What follows belongs to an exercise in optimizing a design on an open flow for small area, a short achievable clock period and few clock cycles per item; a production flow would make more cautious choices. In this exercise RTL edits were held to simulation tests only and were not proved equivalent to the original.

File: flow/design.v
module ntt_butterfly_core (
    input  wire        clk,
    input  wire        rst,
    input  wire        in_valid,
    output wire        in_ready,
    input  wire [63:0] in_u,
    input  wire [63:0] in_v,
    input  wire [63:0] in_w,
    input  wire [63:0] in_q,
    output reg         out_valid,
    output wire [63:0] out_a,
    output wire [63:0] out_b
);
    reg  [62:0] q_cur;           
    reg         qv;              
    reg         qm_r;            
    reg   [5:0] s_r;             
    reg  [62:0] qn_r;            
    reg  [63:0] nq_r;            
    reg [11:0] r_r;             
    reg [3:0] d_r;             
    reg [3:0] vsh_r;           
    reg         pc_busy;         
    reg         pc_p1;           
    reg   [3:0] pc_cnt;          
    reg  [62:0] w_a;
    reg [63:0] v_a;
    reg  [62:0] u_a;
    reg [3:0] cnt_a;           
    reg         val_a, first_a;
    reg [72:0] s_acc, c_acc;   
    reg  [62:0] w_b;
    reg [63:0] v_b;
    reg  [62:0] u_b;
    reg [3:0] cnt_b;
    reg         val_b;
    reg [72:0] p0_r, p1_r;     
    reg [26:0] ps_r, pc_r;     
    reg  [63:0] xs_r, xc_r;      
    reg  [62:0] ux_r;
    reg         xv;
    reg  [62:0] t_r, u2_r;
    reg         tv;
    reg  [62:0] oa_r, ob_r;
    wire fin_b   = val_b && (cnt_b == 4'd0);
    wire ret_b   = val_b && (cnt_b != 4'd0);
    assign in_ready = !ret_b && qm_r && qv && !pc_busy;
    wire accept  = in_valid && in_ready;
    wire pc_start = in_valid && !(qm_r && qv) && !pc_busy && !val_a && !val_b && !xv && !tv;
    wire [7:0] dig = v_a[63:56];
    wire bd_one0 = dig[0] ^ 1'b0;
    wire bd_two0 = (dig[1] & ~dig[0] & ~1'b0) | (~dig[1] & dig[0] & 1'b0);
    wire bd_neg0 = dig[1];
    wire bd_one1 = dig[2] ^ dig[1];
    wire bd_two1 = (dig[3] & ~dig[2] & ~dig[1]) | (~dig[3] & dig[2] & dig[1]);
    wire bd_neg1 = dig[3];
    wire bd_one2 = dig[4] ^ dig[3];
    wire bd_two2 = (dig[5] & ~dig[4] & ~dig[3]) | (~dig[5] & dig[4] & dig[3]);
    wire bd_neg2 = dig[5];
    wire bd_one3 = dig[6] ^ dig[5];
    wire bd_two3 = (dig[7] & ~dig[6] & ~dig[5]) | (~dig[7] & dig[6] & dig[5]);
    wire bd_neg3 = dig[7];
    wire bd_one4 = 1'b0 ^ dig[7];
    wire bd_two4 = (1'b0 & ~1'b0 & ~dig[7]) | (~1'b0 & 1'b0 & dig[7]);
    wire bd_neg4 = 1'b0;
    wire [72:0] wd0_m = ({73{bd_one0}} & {10'd0, w_a}) | ({73{bd_two0}} & ({10'd0, w_a} << 1));
    wire [72:0] wd0 = (wd0_m ^ {73{bd_neg0}}) << 0;
    wire [72:0] wd1_m = ({73{bd_one1}} & {10'd0, w_a}) | ({73{bd_two1}} & ({10'd0, w_a} << 1));
    wire [72:0] wd1 = (wd1_m ^ {73{bd_neg1}}) << 2;
    wire [72:0] wd2_m = ({73{bd_one2}} & {10'd0, w_a}) | ({73{bd_two2}} & ({10'd0, w_a} << 1));
    wire [72:0] wd2 = (wd2_m ^ {73{bd_neg2}}) << 4;
    wire [72:0] wd3_m = ({73{bd_one3}} & {10'd0, w_a}) | ({73{bd_two3}} & ({10'd0, w_a} << 1));
    wire [72:0] wd3 = (wd3_m ^ {73{bd_neg3}}) << 6;
    wire [72:0] wd4_m = ({73{bd_one4}} & {10'd0, w_a}) | ({73{bd_two4}} & ({10'd0, w_a} << 1));
    wire [72:0] wd4 = (wd4_m ^ {73{bd_neg4}}) << 8;
    wire [7:0] wd_cor = {1'b0, bd_neg3, 1'b0, bd_neg2, 1'b0, bd_neg1, 1'b0, bd_neg0};
    wire [72:0] row_s = {(first_a ? 65'd0 : s_acc[64:0]), wd_cor};
    wire [72:0] row_c = {(first_a ? 65'd0 : c_acc[64:0]), 8'd0};
    wire [72:0] pre_l0_s0 = row_s ^ row_c ^ wd0;
    wire [72:0] pre_l0_c0_m = (row_s & row_c) | (row_s & wd0) | (row_c & wd0);
    wire [72:0] pre_l0_c0 = {pre_l0_c0_m[71:0], 1'b0};
    wire [72:0] pre_l0_s1 = wd1 ^ wd2 ^ wd3;
    wire [72:0] pre_l0_c1_m = (wd1 & wd2) | (wd1 & wd3) | (wd2 & wd3);
    wire [72:0] pre_l0_c1 = {pre_l0_c1_m[71:0], 1'b0};
    wire [72:0] pre_l1_s0 = pre_l0_s0 ^ pre_l0_c0 ^ pre_l0_s1;
    wire [72:0] pre_l1_c0_m = (pre_l0_s0 & pre_l0_c0) | (pre_l0_s0 & pre_l0_s1) | (pre_l0_c0 & pre_l0_s1);
    wire [72:0] pre_l1_c0 = {pre_l1_c0_m[71:0], 1'b0};
    wire [72:0] pre_l2_s0 = pre_l1_s0 ^ pre_l1_c0 ^ pre_l0_c1;
    wire [72:0] pre_l2_c0_m = (pre_l1_s0 & pre_l1_c0) | (pre_l1_s0 & pre_l0_c1) | (pre_l1_c0 & pre_l0_c1);
    wire [72:0] pre_l2_c0 = {pre_l2_c0_m[71:0], 1'b0};
    wire [72:0] pre_l3_s0 = pre_l2_s0 ^ pre_l2_c0 ^ wd4;
    wire [72:0] pre_l3_c0_m = (pre_l2_s0 & pre_l2_c0) | (pre_l2_s0 & wd4) | (pre_l2_c0 & wd4);
    wire [72:0] pre_l3_c0 = {pre_l3_c0_m[71:0], 1'b0};
    wire [72:0] pre_s = pre_l3_s0;
    wire [72:0] pre_c = pre_l3_c0;
    wire [14:0] at_raw = s_acc[72:58] + c_acc[72:58];
    wire [14:0] at = (at_raw[14:13] == 2'b11) ? 15'd0 : at_raw;
    wire [11:0] r_g = first_a ? 12'd0 : r_r;
    wire [26:0] er0 = r_g[0] ? ({12'd0, at} << 0) : 27'd0;
    wire [26:0] er1 = r_g[1] ? ({12'd0, at} << 1) : 27'd0;
    wire [26:0] er2 = r_g[2] ? ({12'd0, at} << 2) : 27'd0;
    wire [26:0] er3 = r_g[3] ? ({12'd0, at} << 3) : 27'd0;
    wire [26:0] er4 = r_g[4] ? ({12'd0, at} << 4) : 27'd0;
    wire [26:0] er5 = r_g[5] ? ({12'd0, at} << 5) : 27'd0;
    wire [26:0] er6 = r_g[6] ? ({12'd0, at} << 6) : 27'd0;
    wire [26:0] er7 = r_g[7] ? ({12'd0, at} << 7) : 27'd0;
    wire [26:0] er8 = r_g[8] ? ({12'd0, at} << 8) : 27'd0;
    wire [26:0] er9 = r_g[9] ? ({12'd0, at} << 9) : 27'd0;
    wire [26:0] er10 = r_g[10] ? ({12'd0, at} << 10) : 27'd0;
    wire [26:0] er11 = r_g[11] ? ({12'd0, at} << 11) : 27'd0;
    wire [26:0] est_l0_s0 = er0 ^ er1 ^ er2;
    wire [26:0] est_l0_c0_m = (er0 & er1) | (er0 & er2) | (er1 & er2);
    wire [26:0] est_l0_c0 = {est_l0_c0_m[25:0], 1'b0};
    wire [26:0] est_l0_s1 = er3 ^ er4 ^ er5;
    wire [26:0] est_l0_c1_m = (er3 & er4) | (er3 & er5) | (er4 & er5);
    wire [26:0] est_l0_c1 = {est_l0_c1_m[25:0], 1'b0};
    wire [26:0] est_l0_s2 = er6 ^ er7 ^ er8;
    wire [26:0] est_l0_c2_m = (er6 & er7) | (er6 & er8) | (er7 & er8);
    wire [26:0] est_l0_c2 = {est_l0_c2_m[25:0], 1'b0};
    wire [26:0] est_l0_s3 = er9 ^ er10 ^ er11;
    wire [26:0] est_l0_c3_m = (er9 & er10) | (er9 & er11) | (er10 & er11);
    wire [26:0] est_l0_c3 = {est_l0_c3_m[25:0], 1'b0};
    wire [26:0] est_l1_s0 = est_l0_s0 ^ est_l0_c0 ^ est_l0_s1;
    wire [26:0] est_l1_c0_m = (est_l0_s0 & est_l0_c0) | (est_l0_s0 & est_l0_s1) | (est_l0_c0 & est_l0_s1);
    wire [26:0] est_l1_c0 = {est_l1_c0_m[25:0], 1'b0};
    wire [26:0] est_l1_s1 = est_l0_c1 ^ est_l0_s2 ^ est_l0_c2;
    wire [26:0] est_l1_c1_m = (est_l0_c1 & est_l0_s2) | (est_l0_c1 & est_l0_c2) | (est_l0_s2 & est_l0_c2);
    wire [26:0] est_l1_c1 = {est_l1_c1_m[25:0], 1'b0};
    wire [26:0] est_l2_s0 = est_l1_s0 ^ est_l1_c0 ^ est_l1_s1;
    wire [26:0] est_l2_c0_m = (est_l1_s0 & est_l1_c0) | (est_l1_s0 & est_l1_s1) | (est_l1_c0 & est_l1_s1);
    wire [26:0] est_l2_c0 = {est_l2_c0_m[25:0], 1'b0};
    wire [26:0] est_l2_s1 = est_l1_c1 ^ est_l0_s3 ^ est_l0_c3;
    wire [26:0] est_l2_c1_m = (est_l1_c1 & est_l0_s3) | (est_l1_c1 & est_l0_c3) | (est_l0_s3 & est_l0_c3);
    wire [26:0] est_l2_c1 = {est_l2_c1_m[25:0], 1'b0};
    wire [26:0] est_l3_s0 = est_l2_s0 ^ est_l2_c0 ^ est_l2_s1;
    wire [26:0] est_l3_c0_m = (est_l2_s0 & est_l2_c0) | (est_l2_s0 & est_l2_s1) | (est_l2_c0 & est_l2_s1);
    wire [26:0] est_l3_c0 = {est_l3_c0_m[25:0], 1'b0};
    wire [26:0] est_l4_s0 = est_l3_s0 ^ est_l3_c0 ^ est_l2_c1;
    wire [26:0] est_l4_c0_m = (est_l3_s0 & est_l3_c0) | (est_l3_s0 & est_l2_c1) | (est_l3_c0 & est_l2_c1);
    wire [26:0] est_l4_c0 = {est_l4_c0_m[25:0], 1'b0};
    wire [26:0] est_s = est_l4_s0;
    wire [26:0] est_c = est_l4_c0;
    wire [26:0] prod = ps_r + pc_r;
    wire [9:0] qe = prod[25:16];
    wire bq_one0 = qe[0] ^ 1'b0;
    wire bq_two0 = (qe[1] & ~qe[0] & ~1'b0) | (~qe[1] & qe[0] & 1'b0);
    wire bq_neg0 = qe[1];
    wire bq_one1 = qe[2] ^ qe[1];
    wire bq_two1 = (qe[3] & ~qe[2] & ~qe[1]) | (~qe[3] & qe[2] & qe[1]);
    wire bq_neg1 = qe[3];
    wire bq_one2 = qe[4] ^ qe[3];
    wire bq_two2 = (qe[5] & ~qe[4] & ~qe[3]) | (~qe[5] & qe[4] & qe[3]);
    wire bq_neg2 = qe[5];
    wire bq_one3 = qe[6] ^ qe[5];
    wire bq_two3 = (qe[7] & ~qe[6] & ~qe[5]) | (~qe[7] & qe[6] & qe[5]);
    wire bq_neg3 = qe[7];
    wire bq_one4 = qe[8] ^ qe[7];
    wire bq_two4 = (qe[9] & ~qe[8] & ~qe[7]) | (~qe[9] & qe[8] & qe[7]);
    wire bq_neg4 = qe[9];
    wire bq_one5 = 1'b0 ^ qe[9];
    wire bq_two5 = (1'b0 & ~1'b0 & ~qe[9]) | (~1'b0 & 1'b0 & qe[9]);
    wire bq_neg5 = 1'b0;
    wire [72:0] qr0_p = ({73{bq_one0}} & {{9{1'b1}}, nq_r}) | ({73{bq_two0}} & ({{9{1'b1}}, nq_r} << 1));
    wire [72:0] qr0_n = ({73{bq_one0}} & {10'd0, qn_r}) | ({73{bq_two0}} & ({10'd0, qn_r} << 1));
    wire [72:0] qr0 = (bq_neg0 ? qr0_n : qr0_p) << 8;
    wire [72:0] qr1_p = ({73{bq_one1}} & {{9{1'b1}}, nq_r}) | ({73{bq_two1}} & ({{9{1'b1}}, nq_r} << 1));
    wire [72:0] qr1_n = ({73{bq_one1}} & {10'd0, qn_r}) | ({73{bq_two1}} & ({10'd0, qn_r} << 1));
    wire [72:0] qr1 = (bq_neg1 ? qr1_n : qr1_p) << 10;
    wire [72:0] qr2_p = ({73{bq_one2}} & {{9{1'b1}}, nq_r}) | ({73{bq_two2}} & ({{9{1'b1}}, nq_r} << 1));
    wire [72:0] qr2_n = ({73{bq_one2}} & {10'd0, qn_r}) | ({73{bq_two2}} & ({10'd0, qn_r} << 1));
    wire [72:0] qr2 = (bq_neg2 ? qr2_n : qr2_p) << 12;
    wire [72:0] qr3_p = ({73{bq_one3}} & {{9{1'b1}}, nq_r}) | ({73{bq_two3}} & ({{9{1'b1}}, nq_r} << 1));
    wire [72:0] qr3_n = ({73{bq_one3}} & {10'd0, qn_r}) | ({73{bq_two3}} & ({10'd0, qn_r} << 1));
    wire [72:0] qr3 = (bq_neg3 ? qr3_n : qr3_p) << 14;
    wire [72:0] qr4_p = ({73{bq_one4}} & {{9{1'b1}}, nq_r}) | ({73{bq_two4}} & ({{9{1'b1}}, nq_r} << 1));
    wire [72:0] qr4_n = ({73{bq_one4}} & {10'd0, qn_r}) | ({73{bq_two4}} & ({10'd0, qn_r} << 1));
    wire [72:0] qr4 = (bq_neg4 ? qr4_n : qr4_p) << 16;
    wire [72:0] qr5_p = ({73{bq_one5}} & {{9{1'b1}}, nq_r}) | ({73{bq_two5}} & ({{9{1'b1}}, nq_r} << 1));
    wire [72:0] qr5_n = ({73{bq_one5}} & {10'd0, qn_r}) | ({73{bq_two5}} & ({10'd0, qn_r} << 1));
    wire [72:0] qr5 = (bq_neg5 ? qr5_n : qr5_p) << 18;
    wire [72:0] mrg_l0_s0 = p0_r ^ p1_r ^ qr0;
    wire [72:0] mrg_l0_c0_m = (p0_r & p1_r) | (p0_r & qr0) | (p1_r & qr0);
    wire [72:0] mrg_l0_c0 = {mrg_l0_c0_m[71:0], 1'b0};
    wire [72:0] mrg_l0_s1 = qr1 ^ qr2 ^ qr3;
    wire [72:0] mrg_l0_c1_m = (qr1 & qr2) | (qr1 & qr3) | (qr2 & qr3);
    wire [72:0] mrg_l0_c1 = {mrg_l0_c1_m[71:0], 1'b0};
    wire [72:0] mrg_l1_s0 = mrg_l0_s0 ^ mrg_l0_c0 ^ mrg_l0_s1;
    wire [72:0] mrg_l1_c0_m = (mrg_l0_s0 & mrg_l0_c0) | (mrg_l0_s0 & mrg_l0_s1) | (mrg_l0_c0 & mrg_l0_s1);
    wire [72:0] mrg_l1_c0 = {mrg_l1_c0_m[71:0], 1'b0};
    wire [72:0] mrg_l1_s1 = mrg_l0_c1 ^ qr4 ^ qr5;
    wire [72:0] mrg_l1_c1_m = (mrg_l0_c1 & qr4) | (mrg_l0_c1 & qr5) | (qr4 & qr5);
    wire [72:0] mrg_l1_c1 = {mrg_l1_c1_m[71:0], 1'b0};
    wire [72:0] mrg_l2_s0 = mrg_l1_s0 ^ mrg_l1_c0 ^ mrg_l1_s1;
    wire [72:0] mrg_l2_c0_m = (mrg_l1_s0 & mrg_l1_c0) | (mrg_l1_s0 & mrg_l1_s1) | (mrg_l1_c0 & mrg_l1_s1);
    wire [72:0] mrg_l2_c0 = {mrg_l2_c0_m[71:0], 1'b0};
    wire [72:0] mrg_l3_s0 = mrg_l2_s0 ^ mrg_l2_c0 ^ mrg_l1_c1;
    wire [72:0] mrg_l3_c0_m = (mrg_l2_s0 & mrg_l2_c0) | (mrg_l2_s0 & mrg_l1_c1) | (mrg_l2_c0 & mrg_l1_c1);
    wire [72:0] mrg_l3_c0 = {mrg_l3_c0_m[71:0], 1'b0};
    wire [72:0] mrg_s = mrg_l3_s0;
    wire [72:0] mrg_c = mrg_l3_c0;
    reg [5:0] clz;
    integer i;
    always @(*) begin
        clz = 6'd63;
        for (i = 0; i < 63; i = i + 1)
            if (q_cur[i]) clz = 6'd62 - i[5:0];
    end
    wire [62:0] sh_in  = pc_p1 ? q_cur : in_w[62:0];
    wire  [5:0] sh_amt = pc_p1 ? clz   : s_r;
    wire [62:0] sh_out = sh_in << sh_amt;
    wire  [6:0] nbits  = 7'd63 - {1'b0, clz};
    wire  [6:0] ndig   = (nbits + 7'd7) / 7'd8;
    wire  [6:0] dsel   = (ndig == 7'd0) ? 7'd1 : ndig;
    wire [63:0] x_sum = xs_r + xc_r;
    wire [63:0] x_sub = xs_r + xc_r + nq_r;
    wire [63:0] x_red = x_sub[63] ? x_sum : x_sub;
    wire [62:0] t_new = x_red[62:0] >> s_r;
    wire [63:0] a1 = {1'b0, u2_r} + {1'b0, t_r};
    wire [63:0] a2 = a1 - {1'b0, q_cur};
    wire [63:0] b1 = {1'b0, u2_r} - {1'b0, t_r};
    wire [63:0] b2 = b1 + {1'b0, q_cur};
    wire [62:0] oa = a2[63] ? a1[62:0] : a2[62:0];
    wire [62:0] ob = b1[63] ? b2[62:0] : b1[62:0];
    assign out_a = {1'b0, oa_r};
    assign out_b = {1'b0, ob_r};
    always @(posedge clk) begin
        qm_r <= (in_q[62:0] == q_cur) && !accept;
        if (rst) begin
            qv <= 1'b0; pc_busy <= 1'b0; pc_p1 <= 1'b0; pc_cnt <= 0;
            val_a <= 1'b0; val_b <= 1'b0; first_a <= 1'b0;
            xv <= 1'b0; tv <= 1'b0; out_valid <= 1'b0;
        end else begin
            if (pc_start) begin
                q_cur   <= in_q[62:0];
                qv      <= 1'b0;
                pc_busy <= 1'b1;
                pc_p1   <= 1'b1;
            end
            if (pc_p1) begin
                pc_p1  <= 1'b0;
                s_r    <= clz;
                qn_r   <= sh_out;
                nq_r   <= 64'd0 - {1'b0, sh_out};
                d_r    <= dsel[3:0];
                vsh_r  <= 8 - dsel[3:0];
                pc_cnt <= 12;
            end
            if (pc_busy && !pc_p1 && pc_cnt != 0) begin
                r_r    <= {r_r[10:0], !x_sub[63]};
                pc_cnt <= pc_cnt - 1'b1;
                if (pc_cnt == 1) begin
                    pc_busy <= 1'b0;
                    qv <= 1'b1;
                end
            end
            val_b <= val_a;
            if (accept) begin
                val_a   <= 1'b1;
                first_a <= 1'b1;
            end else begin
                val_a   <= ret_b;
                first_a <= 1'b0;
            end
            xv <= fin_b;
            tv <= xv;
            out_valid <= tv;
        end
        w_b   <= w_a;
        v_b   <= v_a << 8;
        u_b   <= u_a;
        cnt_b <= cnt_a;
        p0_r  <= pre_s;
        p1_r  <= pre_c;
        ps_r  <= est_s;
        pc_r  <= est_c;
        s_acc <= mrg_s;
        c_acc <= mrg_c;
        if (accept) begin
            w_a   <= sh_out;
            v_a   <= {in_v} << (8 * vsh_r);
            u_a   <= in_u[62:0];
            cnt_a <= d_r;
        end else begin
            w_a   <= w_b;
            v_a   <= v_b;
            u_a   <= u_b;
            cnt_a <= cnt_b - 1'b1;
        end
        if (fin_b) begin
            xs_r <= mrg_s[71:8];
            xc_r <= mrg_c[71:8];
            ux_r <= u_b;
        end else if (pc_p1) begin
            xs_r <= 64'h8000_0000_0000_0000;
            xc_r <= 64'd0;
        end else if (pc_busy) begin
            xs_r <= {x_red[62:0], 1'b0};
        end
        if (xv) begin
            t_r  <= t_new;
            u2_r <= ux_r;
        end
        if (tv) begin
            oa_r <= oa;
            ob_r <= ob;
        end
    end
endmodule
File: flow/run.sh
#!/bin/bash
# synth_recipe.tcl (not shown) runs the flow's synth.tcl, then flattens the netlist and writes it again
# the make line also repeats each setting of config.mk as NAME=value (left out here)
make -C /OpenROAD-flow-scripts/flow DESIGN_CONFIG=/design/flow/config.mk WORK_HOME=/design/flow/orfs CLKGATE_MAP_FILE= SYNTH_SCRIPT=/design/flow/synth_recipe.tcl finish
File: flow/config.mk
export PLATFORM = sky130hd
export DESIGN_NAME = ntt_butterfly_core
export DESIGN_NICKNAME = ntt_butterfly_core
export VERILOG_FILES = /design/flow/design.v
export SDC_FILE = /design/flow/constraint.sdc
export NUM_CORES = 4
export LEC_CHECK = 0
export CAP_MARGIN = 20
export CORE_MARGIN = 2
export CORE_UTILIZATION = 40
export SLEW_MARGIN = 20
File: flow/constraint.sdc
create_clock -name core_clock -period 11.0 [get_ports {clk}]
set_input_delay 2.2000 -clock core_clock [delete_from_list [all_inputs] [get_ports {clk}]]
set_output_delay 2.2000 -clock core_clock [all_outputs]
set_load 0.01 [all_outputs]
==> summary.txt <==
==> metal layers <==
layer / wire length, microns / share of wire
met1: 192000 / 0.40
met2: 211000 / 0.44
met3: 49200 / 0.10
met4: 30300 / 0.063
met5: 466 / 0.00096
==> worst min path at each step <==
stage / from / end / slack (ns) / cells after the start
after floorplan: cnt_a[0]$_DFF_P_ / cnt_b[0]$_DFF_P_ / 0.31 / 0
after global placement: v_a[6]$_SDFF_PP0_ / v_b[14]$_DFF_P_ / 0.31 / 0
after detailed placement: u_a[60]$_DFF_P_ / u_b[60]$_DFF_P_ / 0.31 / 0
after CTS: v_a[41]$_DFF_P_ / v_b[49]$_DFF_P_ / 0.31 / 0
after global routing: v_a[41]$_DFF_P_ / v_b[49]$_DFF_P_ / 0.32 / 0
final: cnt_a[3]$_DFF_P_ / cnt_b[3]$_DFF_P_ / 0.31 / 0
==> logic make-up after synthesis <==
group | Yosys count | synth area share
buf+inv | 2145 | 0.0726
mux | 597 | 0.0618
simple gates | 2738 | 0.115
other cells | 1 | 0.0000329
flops | 1371 | 0.298
xor+xnor | 591 | 0.0454
fa+ha+maj | 1308 | 0.197
compound gates | 3630 | 0.211
==> stage by stage <==
stage           util  cell area (sq um)  hold slack (ns)  cells  setup slack [ns]
6_report       0.445             127000            0.309  16081              1.11
5_1_grt        0.445             127000            0.323  16048             0.568
4_1_cts        0.445             127000            0.315  16043              1.09
3_5_place_dp   0.425             121000            0.312  15742              1.20
3_3_place_gp   0.425             121000            0.310  15741              1.24
2_1_floorplan      -             114000            0.310  12383              2.44
==> final cells by class <==
| type | count | area (sq um) | area share |
|---|---|---|---|
| sequential | 1371 | 34100 | 0.269 |
| clock buffer | 210 | 4610 | 0.0364 |
| timing repair buffer | 617 | 5710 | 0.0450 |
| inverter | 1127 | 4240 | 0.0335 |
| antenna | 36 | 90.1 | 0.000711 |
| tap | 3762 | 4710 | 0.0372 |
| clock inverter | 91 | 1040 | 0.00819 |
| multi-input combinational | 8867 | 72200 | 0.570 |
==> flip-flops by register name, summed over array words and instances, names as in the netlist, 64 cells and up <==
register / flops
c_acc: 65
nq_r: 64
p0_r: 73
p1_r: 69
s_acc: 73
v_a: 64
xc_r: 64
xs_r: 64
==> layout by cell type, fill, tap and decap left out, drive strengths merged, types with 177 or more instances in the layout <==
master         count
dfxtp            714
buf              233
and2             177
xnor2            366
o21ai            699
nor2b            188
nand2            661
ha               499
a221oi           324
mux2i            312
nor2             893
a21oi            867
clkbuf           211
o22ai            230
clkdlybuf4s50    383
fa               808
a22oi            390
mux2             221
edfxtp           657
xor2             225
nand3            178
inv             1142
==> worst register-to-register path, delay by kind of cell, from the launching register on <==
family                   cells  cell delay, ns
flip-flops                   1            0.36
adder cells (fa/ha/maj)      2            0.68
AND/OR/NAND/NOR              6            1.59
buffers and inverters        4            1.27
AO/OA/AOI/OAI               15            4.23
multiplexers                 2            1.04
XOR/XNOR                     2            0.35
==> impl_metrics.json <==
{
  "grt_pass1_vias": 98112,
  "cts_buffer_depth": 4,
  "row_count": 196,
  "synth.most_common_cell": "inv_1",
  "floorplan.initialDensity": 0.401,
  "r2r_cells": 31,
  "r2r-start": "xc_r[5]$_SDFFCE_PN0P_",
  "synth_top_flop_cell": "dfxtp_1",
  "async_reset_ff_frac": 0,
  "post_cts_buffers": 0,
  "finalHoldViolCount": 0,
  "cts_tree": "built",
  "grtUsageMet3": 0.0794,
  "cp-endpoint": "t_r[5]$_DFFE_PP_",
  "hpwl_mm": 371,
  "yosysWarnings": 1,
  "syn_area_sq_um": 114000,
  "detail_route.wl_per_cell_microns": 30.1,
  "cp.required_ns": 11.54,
  "crit_type": "reg -> reg",
  "worstPathBufferInverterCount": 4,
  "cp_num_cells": 31,
  "antenna_found_initial": 76,
  "crit_family": "compound AO/OA/AOI/OAI gates",
  "die_h_microns": 538,
  "reg2reg_slack_ns": 1.11,
  "slowest_stage": "nor4_1",
  "synth_top_area_share": 0.173,
  "die_x_microns": 538,
  "synth_cell_types": 120,
  "filler_cell_count": 27290,
  "htree_levels": 4,
  "ys_ff_latch": 1371,
  "synth_edf_count": 657,
  "rsz0062_at_grt": "no",
  "netlist_top_cells_count": "1114 x inv_1, 890 x nor2_1, 861 x a21oi_1",
  "synthCells": 12381,
  "vias": 101101,
  "tns_ns": 0,
  "drc": 0,
  "drive_gt1_frac": 0.0791,
  "ctsHoldBuffers": 0,
  "setup_viol": 0,
  "ios": 389,
  "grt_pass1_wl_mm": 693,
  "rr_endpoint": "t_r[5]$_DFFE_PP_",
  "synth_area_leaders": "edfxtp_1 17%, fa_1 14%, dfxtp_1 13%",
  "nets": 13713,
  "grt_max_degree": 168,
  "crit_top_cell": "o21ai_0",
  "die_area_sq_um": 290000,
  "path_clk_slew_ns": 0.08,
  "cts_root_buffer": "clkbuf_16",
  "cts_buffers": 163,
  "synth_area_leader_cell": "edfxtp_1",
  "critPathMaxFanout": 29,
  "grtUsageMet1": 0.419,
  "top_usage_layer": "met2",
  "grtUsageTotal": 0.324,
  "drtAntennaViolNets": 0,
  "post_cts_resize_count": 0,
  "crit_arrival_ns": 10.43,
  "slowest_delay_ns": 0.65,
  "skew_ns": 0.107,
  "max_slew_margin": 0.139,
  "cts_sinks": 1371,
  "syn_avg_cell_area_sq_um": 9.22,
  "core_sq_um": 284000,
  "grt.met2_usage": 0.497,
  "max_slew.worst_pin.slew_ns": 1.28,
  "first_iter_violations": 12994,
  "fin_crit_sh": 0.899,
  "place.gp.congestion": 1.00,
  "max_freq_mhz": 101,
  "hp-class": "reg -> reg",
  "routed_wl_mm": 483,
  "clk_latency_ns": 0.87,
  "drtPass1Iterations": 14,
  "io_buffers": 383,
  "area.growth.synth_to_final_pct": 11.0,
  "ys_seq_area_frac": 0.298,
  "layout_min_cycle_time_ns": 9.89,
  "outcome": "timing/DRC/antenna clean",
  "cp-end-kind": "flop",
  "vias_per_cell": 6.29,
  "crit_path_start_kind": "flop",
  "cap_viol_max_count": 0,
  "grt_overflow_total": 0,
  "worstSetupStartpoint": "xc_r[5]$_SDFFCE_PN0P_",
  "slew_viol_final": 0
}
Testbench counts, summed over its fixed seeds: cycles 21,248, items 2,560.

[afterwards: timing with drivers on the ports]
No port has a modelled driver above. Below, the same layout with a new extraction and two added sets of constraints. Step 1 (the two cells are an assumption about what drives the block):
set clk [get_ports {clk}]
set_driving_cell -lib_cell sky130_fd_sc_hd__clkbuf_16 $clk
set_driving_cell -lib_cell sky130_fd_sc_hd__buf_2 [delete_from_list [all_inputs] $clk]
Step 2, shift: input delay + t, output delay - t, t = (earliest + latest rising clock arrival at the registers) / 2. This alone moves slack from input paths to output paths. Slacks: ideal ports / drivers / drivers and shift; pairs: ideal ports / drivers.
shift t [ns]: 0.935
setup WS [ns]: 1.107 / 1.107 / 1.107
worst hold slack (ns): 0.309 / 0.309 / 0.309
worst setup path at the end: register to register
worst data-port slew with drivers (ns): 0.12
After both steps this run still meets setup and hold. For this run, drivers alone change the setup slack by 0.000 ns; drivers and shift together by 0.000 ns.
